Source: an optimization exercise on an open RTL-to-GDS flow (aim: small area, a short achievable clock period and few clock cycles). Production flows keep margins and buffers that such runs may drop.
RTL that was checked went through simulation tests only; none was proved equivalent to the original.

==> v4: inputs <==
// rtcconv
module rtcconv (
    input  wire        clk,
    input  wire        rst,           
    input  wire        bus_wr,
    input  wire        bus_rd,
    input  wire [7:0]  bus_addr,
    input  wire [3:0]  bus_be,
    input  wire [31:0] bus_wdata,
    output reg  [31:0] bus_rdata
);
clock: 100.0 ns
lec_check: 0
abc_area: 1
cap_margin: 20
core_margin: 2
core_utilization: 40
slew_margin: 20
run.sh (not shown) runs the stock make flow with config.mk's settings and CLKGATE_MAP_FILE= SYNTH_SCRIPT=/design/flow/synth_recipe.tcl, a recipe that flattens the netlist after the stock synthesis.
==> inputs of v7, as changes to v4 <==
- ABC_AREA: 1 -> not set
==> run notes <==
parity-gate share of the synthesized area counting xor and xnor cells 6.36%; critical-path cell with the highest stage delay sky130_fd_sc_hd__nor3_1; Post-Route WL 156000 um; met3 usage 3.96%; synthesis-to-layout area growth 9.07%; Gate Count Post-Synth 6144; drt via density 5.52; outcome no timing/DRC/antenna violations; Reg2Reg Depth 113; Hold Startpoint bus_rdata[26]; met1 Usage GRT 37.4%; Tmin final 23.21 ns; sum of met2 wire segment lengths after detailed routing 67600 um; fraction of area in clock buffers and inverters 3.03%; first-pass iteration count of the detailed router 6
[end of results for v4]
==> run notes <==
Post-Route WL 159000 um; critical-path cell with the highest stage delay sky130_fd_sc_hd__clkdlybuf4s50_1; met1 Usage GRT 37.5%; outcome no timing/DRC/antenna violations; fraction of area in clock buffers and inverters 2.79%; Hold Startpoint cmd[8]; Tmin final 23.05 ns; drt via density 5.81; parity-gate share of the synthesized area counting xor and xnor cells 7.45%; synthesis-to-layout area growth 9.03%; Gate Count Post-Synth 5533; first-pass iteration count of the detailed router 7
[end of results for v7]
No functional check of the RTL was part of any run of this note.

---

==> inputs of run X <==
Another version of the RTL of rtcconv (not shown whole).
clock: 100.0 ns
lec_check: 0
abc_area: 1
cap_margin: 20
core_margin: 2
core_utilization: 55
slew_margin: 20
standard.sh (not shown) runs the stock make flow with config.mk's settings and CLKGATE_MAP_FILE= SYNTH_SCRIPT=/design/flow/synth_recipe.tcl, a recipe that flattens the netlist after the stock synthesis.
==> flow/flow/run.sh <==
#!/bin/bash
set -o pipefail
export BUFFER_PORTS_ARGS="-buffer_cell sky130_fd_sc_hd__buf_2"
export SETUP_SLACK_MARGIN=78.3
export CTS_ARGS="-sink_clustering_enable -repair_clock_nets -dont_use_dummy_load -sink_clustering_size 16 -sink_clustering_max_diameter 100 -buf_list sky130_fd_sc_hd__clkbuf_16"
bash standard.sh > standard.log 2>&1
==> run F: changes against run X <==
--- a/flow/design.v
+++ b/flow/design.v
@@ -1000,31 +1000,24 @@
         le9(tb_mon[3:0]) && tb_mon[4:0] != 5'd0 && !ge(tb_mon[4:0], 5'h13) &&
         le9(tb_year[7:4]) && le9(tb_year[3:0]);
     wire       tbd_after = ge(tbd_yoff, 101) ||
                            (tbd_yoff == 8'd100 && (ge(tbd_mon, 3) || (tbd_mon == 4'd2 && tbd_day == 5'd29)));
     wire       rf_adv   = tbd_after & ~tbd_m;
     wire       tb_feb   = (tbd_mon == 4'd2);
-    wire [7:0] op    = cmd[7:0];
-    wire       av_civ = (op[3:0] == 4'h9);
-    wire [4:0] av_d   = av_civ ? c_day[4:0] : tbd_day;
-    wire [3:0] av_m   = av_civ ? c_mon[3:0] : tbd_mon;
-    wire [7:0] av_y   = av_civ ? c_yoff     : tbd_yoff;
-    wire [2:0] av_w   = av_civ ? c_dow[2:0] : tbd_dow;
-    wire       av_go  = av_civ | (op[2] & rf_adv);
-    wire [4:0] av_len = (av_m == 4'd2 && av_y[1:0] == 2'b00) ? 5'd29 : month_len(av_m);
-    wire       av_eom = (av_d == av_len);
-    wire       av_eoy = av_eom && (av_m == 4'd12);
-    wire [4:0] av_day  = !av_go ? av_d : av_eom ? 5'd1 : add(av_d, 0, 1'b1);
-    wire [3:0] av_mon  = !av_go ? av_m : av_eoy ? 4'd1 : av_eom ? add(av_m, 0, 1'b1) : av_m;
-    wire [7:0] av_yoff = (av_go && av_eoy) ? add(av_y, 0, 1'b1) : av_y;
-    wire [2:0] av_dow  = !av_go ? av_w : (av_w == 3'd6) ? 3'd0 : add(av_w, 0, 1'b1);
-    wire       av_y199 = (av_y == 8'd199);
-    wire [4:0] tb_lgreg = (tb_feb && tbd_yoff == 8'd100) ? 5'd28 : av_len;
-    wire       rf_ok    = rf_adv ? ge(av_len, tbd_day) && !(av_eoy && av_y199)
+    wire [4:0] tb_len4  = (tb_feb && tbd_yoff[1:0] == 2'b00) ? 5'd29 : month_len(tbd_mon);
+    wire [4:0] tb_lgreg = (tb_feb && tbd_yoff[1:0] == 2'b00 && tbd_yoff != 8'd100) ? 5'd29 : month_len(tbd_mon);
+    wire       tb_eom   = (tbd_day == tb_len4);
+    wire       tb_eoy   = tb_eom && (tbd_mon == 4'd12);
+    wire [4:0] rf_day   = !rf_adv ? tbd_day  : tb_eom ? 5'd1 : add(tbd_day, 0, 1'b1);
+    wire [3:0] rf_mon   = !rf_adv ? tbd_mon  : tb_eoy ? 4'd1 : tb_eom ? add(tbd_mon, 0, 1'b1) : tbd_mon;
+    wire [7:0] rf_yoff  = (rf_adv && tb_eoy) ? add(tbd_yoff, 0, 1'b1) : tbd_yoff;
+    wire [2:0] rf_dow   = !rf_adv ? tbd_dow  : (tbd_dow == 3'd6) ? 3'd0 : add(tbd_dow, 0, 1'b1);
+    wire       rf_ok    = rf_adv ? ge(tb_len4, tbd_day) && !(tb_eoy && tbd_yoff == 8'd199)
                                  : ge(tb_lgreg, tbd_day);
     wire       rf_inc   = rf_adv && !(tbd_yoff == 8'd100 && tb_feb && tbd_day == 5'd29);
+    wire [7:0] op    = cmd[7:0];
     wire       sel_tb = cmd[3];                     
     wire [4:0] k_day = sel_tb ? tbd_day  : c_day[4:0];
     wire [3:0] k_mon = sel_tb ? tbd_mon  : c_mon[3:0];
     wire [7:0] k_yo  = sel_tb ? tbd_yoff : c_yoff;
     wire [4:0] k_h   = sel_tb ? tbd_hour : c_hour[4:0];
     wire [5:0] k_mi  = sel_tb ? tbd_min[5:0] : c_min[5:0];
@@ -1462,15 +1455,22 @@
     wire c_yo_ok  = !ge(c_yoff, 200);
     wire civ_date_ok = c_mon_ok && c_yo_ok && (c_day != 8'd0) &&
                        ge({3'd0, (c_mon == 8'd2 && c_yoff[1:0] == 2'b00 && c_yoff != 8'd100) ?
                                         5'd29 : month_len(c_mon[3:0])}, c_day);
     wire civ_valid = civ_date_ok && !ge(c_sec, 60) && !ge(c_min, 60) && !ge(c_hour, 24);
     wire civ_after = after_bug(c_day, c_mon, c_yoff);
+    wire [4:0] c_len4 = (c_mon == 8'd2 && c_yoff[1:0] == 2'b00) ? 5'd29 : month_len(c_mon[3:0]);
+    wire       c_eom  = (c_day[4:0] == c_len4);
+    wire       c_eoy  = c_eom && (c_mon == 8'd12);
     wire       adv_ok = c_mon_ok && c_yo_ok &&
-                        (c_day != 8'd0) && ge({3'd0, av_len}, c_day) && !ge(c_dow, 7) &&
-                        !(av_eoy && av_y199);
+                        (c_day != 8'd0) && ge({3'd0, c_len4}, c_day) && !ge(c_dow, 7) &&
+                        !(c_eoy && c_yoff == 8'd199);
+    wire [4:0] adv_day  = c_eom ? 5'd1 : add(c_day[4:0], 0, 1'b1);
+    wire [3:0] adv_mon  = c_eoy ? 4'd1 : c_eom ? add(c_mon[3:0], 0, 1'b1) : c_mon[3:0];
+    wire [7:0] adv_yoff = c_eoy ? add(c_yoff, 0, 1'b1) : c_yoff;
+    wire [2:0] adv_dow  = (c_dow[2:0] == 3'd6) ? 3'd0 : add(c_dow[2:0], 0, 1'b1);
     wire [5:0] arg_hd = hour_dec(arg[7:0]);
     wire legal = (cmd[31:8] == 24'd0) && !ge(op, 8'h0E);
     reg  a_enc;
     always @* begin
         flags       = 9'd0;
         we_res      = 1'b0;
@@ -1551,16 +1551,16 @@
                     end
                 end
                 4'h9: begin  
                     if (!adv_ok) flags[F_ECIV] = 1'b1;
                     else begin
                         we_civ_date = 1'b1;
-                        n_dow  = {5'd0, av_dow};
-                        n_day  = {3'd0, av_day};
-                        n_mon  = {4'd0, av_mon};
-                        n_yoff = av_yoff;
+                        n_dow  = {5'd0, adv_dow};
+                        n_day  = {3'd0, adv_day};
+                        n_mon  = {4'd0, adv_mon};
+                        n_yoff = adv_yoff;
                     end
                 end
                 4'hA: begin  
                     if (!(civ_valid && !ge(c_dow, 7))) flags[F_ECIV] = 1'b1;
                     else begin
                         we_tb  = 1'b1;
@@ -1571,28 +1571,28 @@
                 4'hB: begin  
                     if (!tbd_ok) flags[F_EFMT] = 1'b1;
                     else begin
                         we_civ_time = 1'b1;
                         we_civ_date = 1'b1;
                         n_sec  = {1'b0, tbd_sec};  n_min = {1'b0, tbd_min};  n_hour = {3'd0, tbd_hour};
-                        n_dow  = {5'd0, av_dow};   n_day = {3'd0, av_day};   n_mon  = {4'd0, av_mon};
-                        n_yoff = av_yoff;
+                        n_dow  = {5'd0, tbd_dow};  n_day = {3'd0, tbd_day};  n_mon  = {4'd0, tbd_mon};
+                        n_yoff = tbd_yoff;
                         flags[F_AFTER]  = tbd_after;
                         flags[F_MARKER] = tbd_m;
                         flags[F_CORR]   = tbd_after & tbd_m;
                     end
                 end
                 4'hC: begin  
                     if (!tbd_ok) flags[F_EFMT] = 1'b1;
                     else if (!rf_ok) flags[F_ECIV] = 1'b1;
                     else begin
                         we_civ_time = 1'b1;
                         we_civ_date = 1'b1;
                         n_sec  = {1'b0, tbd_sec};  n_min = {1'b0, tbd_min};  n_hour = {3'd0, tbd_hour};
-                        n_dow  = {5'd0, av_dow};   n_day = {3'd0, av_day};   n_mon  = {4'd0, av_mon};
-                        n_yoff = av_yoff;
+                        n_dow  = {5'd0, rf_dow};   n_day = {3'd0, rf_day};   n_mon  = {4'd0, rf_mon};
+                        n_yoff = rf_yoff;
                         we_days = 1'b1;
                         we_ts   = 1'b1;
                         we_tb   = rf_adv;
                         a_enc   = 1'b1;
                         flags[F_AFTER]  = tbd_after;
                         flags[F_MARKER] = tbd_m;
==> flow/run.sh (new file) <==
#!/bin/bash
# synth_recipe.tcl (not shown) runs the flow's synth.tcl, then flattens the netlist and writes it again
# the make line also repeats each setting of config.mk as NAME=value (left out here)
make -C /OpenROAD-flow-scripts/flow DESIGN_CONFIG=/design/flow/config.mk WORK_HOME=/design/flow/orfs CLKGATE_MAP_FILE= SYNTH_SCRIPT=/design/flow/synth_recipe.tcl finish
CORE_UTILIZATION = 40   (was 55)
removed: flow/flow/run.sh
removed: flow/standard.sh
==> summary of the runs <==
Of run F and run X, run X has the higher maximum frequency (gap about 7%, measured against run X). Of run F and run X, run F has the higher area after synthesis (gap about 1.6%, measured against run X). Of run F and run X, run X has the higher sequential share of layout area (gap 0.74 points). Against run F, the first-iteration DRC count of run X is larger by 10%. Between run F and run X, the lower clock skew is in run F (gap 57 ps). Between run X and run F, the lower count of clock-buffer cells in the layout is in run X (gap 30). Of run F and run X, run X has the higher global-route usage (gap 9.4 points). Final cell count: run X is smaller than run F (about 7%).
==> figures <==
Run status: run X no timing/DRC/antenna violations; run F no timing/DRC/antenna violations
DRT Pass-1 Iters: run X 7; run F 6
Period Utilization, post-route: run X 21.7%; run F 23.3%
Critical Path Fanout Max: run X 8; run F 64
Met1 routed wirelength after detailed routing: run X 50.5 mm; run F 56.2 mm
Simple logic cell fraction of the synthesized area: run X 22.1%; run F 20.5%
Area of the die: run X 61,900 um2; run F 86,000 um2
Met3 Routed Length: run X 14.6 mm; run F 12.3 mm
Cell area after technology mapping: run X 33,000 um2; run F 33,500 um2
Unique masters post-synth: run X 75; run F 77
Xor and xnor fraction of the mapped netlist area: run X 1.37%; run F 1.42%
Slew at the pin closest to its max-slew limit: run X 1180 ps; run F 1170 ps
Non-clock buffer total of the final layout: run X 140; run F 129
Final WL: run X 127 mm; run F 135 mm
Clock buffer count: run X 24; run F 54
First-pass GRT wire length: run X 190 mm; run F 201 mm
Testbench counts of run X, summed over its fixed seeds: cycles 93,191.
Testbench counts of run F, summed over its fixed seeds: cycles 93,191.

[port drivers added, routing unchanged]
Ports are ideal in the flow. The routed layouts listed here were re-timed in OpenROAD. Step 1 (the two cells are an assumption about what drives the block):
set clk [get_ports {clk}]
set_driving_cell -lib_cell sky130_fd_sc_hd__clkbuf_16 $clk
set_driving_cell -lib_cell sky130_fd_sc_hd__buf_2 [delete_from_list [all_inputs] $clk]
Step 2 moves the port delays by t, midway between the first and last clock arrival at a register: inputs arrive t later, outputs are due t later. That takes back most of the time a late clock gives input paths. Three values: ideal, step 1, step 2; two values: the first two.
run	t (ns)	setup slack, ns	slew at the worst register clock pin (ns)	worst data-port slew with drivers (ns)	pins driven straight from the clock port
v4	0.646	76.788 / 76.833 / 76.187	0.08 / 0.08	0.07	1
v7	0.637	76.955 / 76.992 / 76.355	0.07 / 0.07	0.08	1
run X	0.621	78.262 / 78.230 / 77.610	0.09 / 0.09	0.14	1
run F	0.647	76.700 / 76.744 / 76.097	0.07 / 0.07	0.05	1
After both steps setup and hold are still met in every run listed. The setup slack of run X, which loses most, moves by -0.032 ns with the drivers and by -0.652 ns with both steps.
